From an optimization exercise on the open Yosys and OpenROAD flow, aimed at a short achievable clock period and few clock cycles; shortcuts taken in it are not production practice.
The RTL was checked by simulation tests, not by an equivalence proof against the original design.
Power is estimated from default activity; no workload was simulated.

## hmmm_core
module hmmm_core (
    input  wire        clk,
    input  wire        rst,           
    input  wire [8:0]  code_limit,
    input  wire [5:0]  exc_en,        
    input  wire [1:0]  ibp_en,
    input  wire [7:0]  ibp0_addr,
    input  wire [7:0]  ibp1_addr,
    input  wire        cmd_cont,
    input  wire        cmd_step,
    input  wire        cmd_pause,
    input  wire        in_valid,
    input  wire        in_eof,
    input  wire [15:0] in_data,
    output wire        out_valid,
    output wire [15:0] out_data,
    output wire        mem_req,
    output wire        mem_we,
    output wire [7:0]  mem_addr,
    output wire [15:0] mem_wdata,
    input  wire        mem_ack,
    input  wire [15:0] mem_rdata,
    output wire [2:0]  state,
    output wire [3:0]  stop_reason,
    output wire [15:0] pc_out,
    output wire [1:0]  bp_hit,
    output wire        exc_valid,
    output wire [2:0]  exc_kind,
    output wire [15:0] exc_epc,
    output wire [15:0] exc_addr,
    input  wire [3:0]  dbg_sel,
    output wire [15:0] dbg_rdata
);
Size in the first run: about 460 flip-flops, about 43000 sq um of cells after synthesis.
==> flow/config.mk <==
export PLATFORM = sky130hd
export DESIGN_NAME = hmmm_core
export DESIGN_NICKNAME = hmmm_core
export VERILOG_FILES = /design/flow/design.v
export SDC_FILE = /design/flow/constraint.sdc
export NUM_CORES = 4
export LEC_CHECK = 0
export ABC_CLOCK_PERIOD_IN_PS = 5000
export CAP_MARGIN = 20
export CORE_MARGIN = 2
export CORE_UTILIZATION = 40
export SETUP_SLACK_MARGIN = 5
export SLEW_MARGIN = 20
==> flow/constraint.sdc <==
create_clock -name core_clock -period 12.0 [get_ports {clk}]
set_input_delay 2.4000 -clock core_clock [delete_from_list [all_inputs] [get_ports {clk}]]
set_output_delay 2.4000 -clock core_clock [all_outputs]
set_load 0.01 [all_outputs]
run.sh (not shown) runs the stock make flow with config.mk's settings and CLKGATE_MAP_FILE= SYNTH_SCRIPT=/design/flow/synth_recipe.tcl, a recipe that flattens the netlist after the stock synthesis.
Testbench counts at the start, summed over its fixed seeds: cycles 37,186.
Edit:
--- a/flow/design.v
+++ b/flow/design.v
@@ -26,17 +26,17 @@
     output wire [1:0]  bp_hit,
     output wire        exc_valid,
     output wire [2:0]  exc_kind,
     output wire [15:0] exc_epc,
     output wire [15:0] exc_addr,
     input  wire [3:0]  dbg_sel,
     output wire [15:0] dbg_rdata
 );
-    localparam integer DSTEPS = 4;
+    localparam integer DSTEPS = 2;
     localparam [2:0] RS_READY   = 3'd0,
                      RS_RUNNING = 3'd1,
                      RS_PAUSED  = 3'd2,
                      RS_HALTED  = 3'd3,
                      RS_AWAIT   = 3'd4;
     localparam [3:0] SR_NONE      = 4'd0,
                      SR_PAUSE     = 4'd1,
                      SR_BREAK     = 4'd2,
@@ -73,16 +73,19 @@
     reg        mask_latch_w;    
     reg        pause_req;
     reg        step_mode;
     reg [3:0]  lx;              
     reg        d_load;          
     reg        d_we;
     reg [7:0]  d_addr;
     reg [15:0] d_wdata;
+    reg        d_ywr;           
+    reg [3:0]  d_ya;
+    reg [15:0] d_yv;
     reg        o_valid;
     reg [15:0] o_data;
     reg [15:0] m_a, m_b;
     reg [15:0] dv_a;            
     reg [15:0] dv_b;            
     reg [15:0] dv_q;
     reg [3:0]  dv_cnt;          
     reg        dv_mod;
@@ -257,35 +260,39 @@
             if (in_valid && !in_eof)
                 write_reg(lx, in_data);
         end else if (running) begin
             case (phase)
             PH_EX: begin
                 if (ex_go) begin
                     if (is_setn || is_addn || is_add || is_sub || is_call)
                         write_reg(fx, alu_res);
-                    else if ((is_pushr || is_popr) && !mem_oor && !mask_stop)
-                        write_reg(fy, is_pushr ? ry_inc : ry_dec);
                 end
             end
             PH_MEM:   if (mem_ack && d_load) write_reg(lx, mem_rdata);
             PH_MUL:   write_reg(lx, mul_res);
             PH_DINIT: if (dv_small && !(dv_mod && dv_rneg)) write_reg(lx, dv_mod ? dv_a : 16'd0);
             PH_DITER: if (it_done && !dv_neg) write_reg(lx, dv_mod ? it_r : it_q);
             PH_DFIN:  write_reg(lx, dv_fin);
             default: ;
             endcase
         end
     end
+    wire ry_we = running && (phase == PH_MEM) && mem_ack && d_ywr;
     always @(posedge clk) begin
         if (rst) begin
             for (i = 1; i < 16; i = i + 1)
                 regs[i] <= 16'd0;
-        end else if (rf_we && rf_wa != 4'd0) begin
-            regs[rf_wa] <= rf_wd;
+        end else begin
+            for (i = 1; i < 16; i = i + 1) begin
+                if (rf_we && rf_wa == i)
+                    regs[i] <= rf_wd;
+                else if (ry_we && d_ya == i)
+                    regs[i] <= d_yv;
+            end
         end
     end
     always @(posedge clk) begin
         if (rst) begin
             runstate     <= RS_READY;
             reason       <= SR_NONE;
             phase        <= PH_EX;
             pc           <= 16'd0;
@@ -299,16 +306,19 @@
             mask_latch_w <= 1'b0;
             pause_req    <= 1'b0;
             step_mode    <= 1'b0;
             lx           <= 4'd0;
             d_load       <= 1'b0;
             d_we         <= 1'b0;
             d_addr       <= 8'd0;
             d_wdata      <= 16'd0;
+            d_ywr        <= 1'b0;
+            d_ya         <= 4'd0;
+            d_yv         <= 16'd0;
             o_valid      <= 1'b0;
             o_data       <= 16'd0;
             m_a          <= 16'd0;
             m_b          <= 16'd0;
             dv_a         <= 16'd0;
             dv_b         <= 16'd0;
             dv_q         <= 16'd0;
             dv_cnt       <= 4'd0;
@@ -372,16 +382,19 @@
                                 runstate     <= RS_PAUSED;
                                 reason       <= SR_EXCEPTION;
                                 hit_ids      <= 2'b00;
                             end else begin
                                 d_load  <= !mem_is_write;
                                 d_we    <= mem_is_write;
                                 d_addr  <= mem_ea[7:0];
                                 d_wdata <= rx;
+                                d_ywr   <= is_pushr || is_popr;
+                                d_ya    <= fy;
+                                d_yv    <= is_pushr ? ry_inc : ry_dec;
                                 phase   <= PH_MEM;
                             end
                         end else if (is_div || is_mod) begin
                             if (rz == 16'd0) begin
                                 fatal(EX_DIV_ZERO, 16'd0);
                             end else begin
                                 dv_a    <= abs_y;
                                 dv_b    <= abs_z;
=> Clock skew goes up by 0.028 ns; sequential power drops by 11%; non-clock buffer count goes down by 102; total power shrinks by 47%; wire length is higher by 36%; synthesized cell count came out higher by 27%; setup slack improved by 2.7 ns; sequential share of layout area drops by 3.9 points; count of clock-buffer cells in the layout rises by 7; die area rose by 2.4%; area after synthesis came out higher by 2.4%; first-iteration DRC count rose by 12%; global-route usage went up by 11 points.
Testbench counts after the change, summed over its fixed seeds: cycles 38,364.

-- what the ideal ports hide --
The flow's constraints put no driver on any port. The routed layouts listed below were extracted and timed again, unchanged, in two steps. Step 1: set_driving_cell puts a clkbuf_16 on clk and a buf_2 on each other input, an assumption about the parent block. Step 2 adds t to the input delays and takes it off the output delays; t is the mean of the earliest and latest rising clock arrival at the registers after step 1. Input paths then give back, and output paths get back, about the clock's delay inside the block. Three values: ideal ports, drivers, drivers and shift; two values: the first two.
| run | shift t [ns] | slack for setup (ns) | worst setup path after step 2 |
|---|---|---|---|
| the first run | 0.716 | 2.328 / 2.328 / 2.328 | register to register |
| the second run | 0.762 | 4.981 / 4.956 / 4.194 | input to register |
After both steps setup and hold are still met in every run listed. For the second run, which loses most, drivers alone change the setup slack by -0.025 ns; drivers and shift together by -0.787 ns.
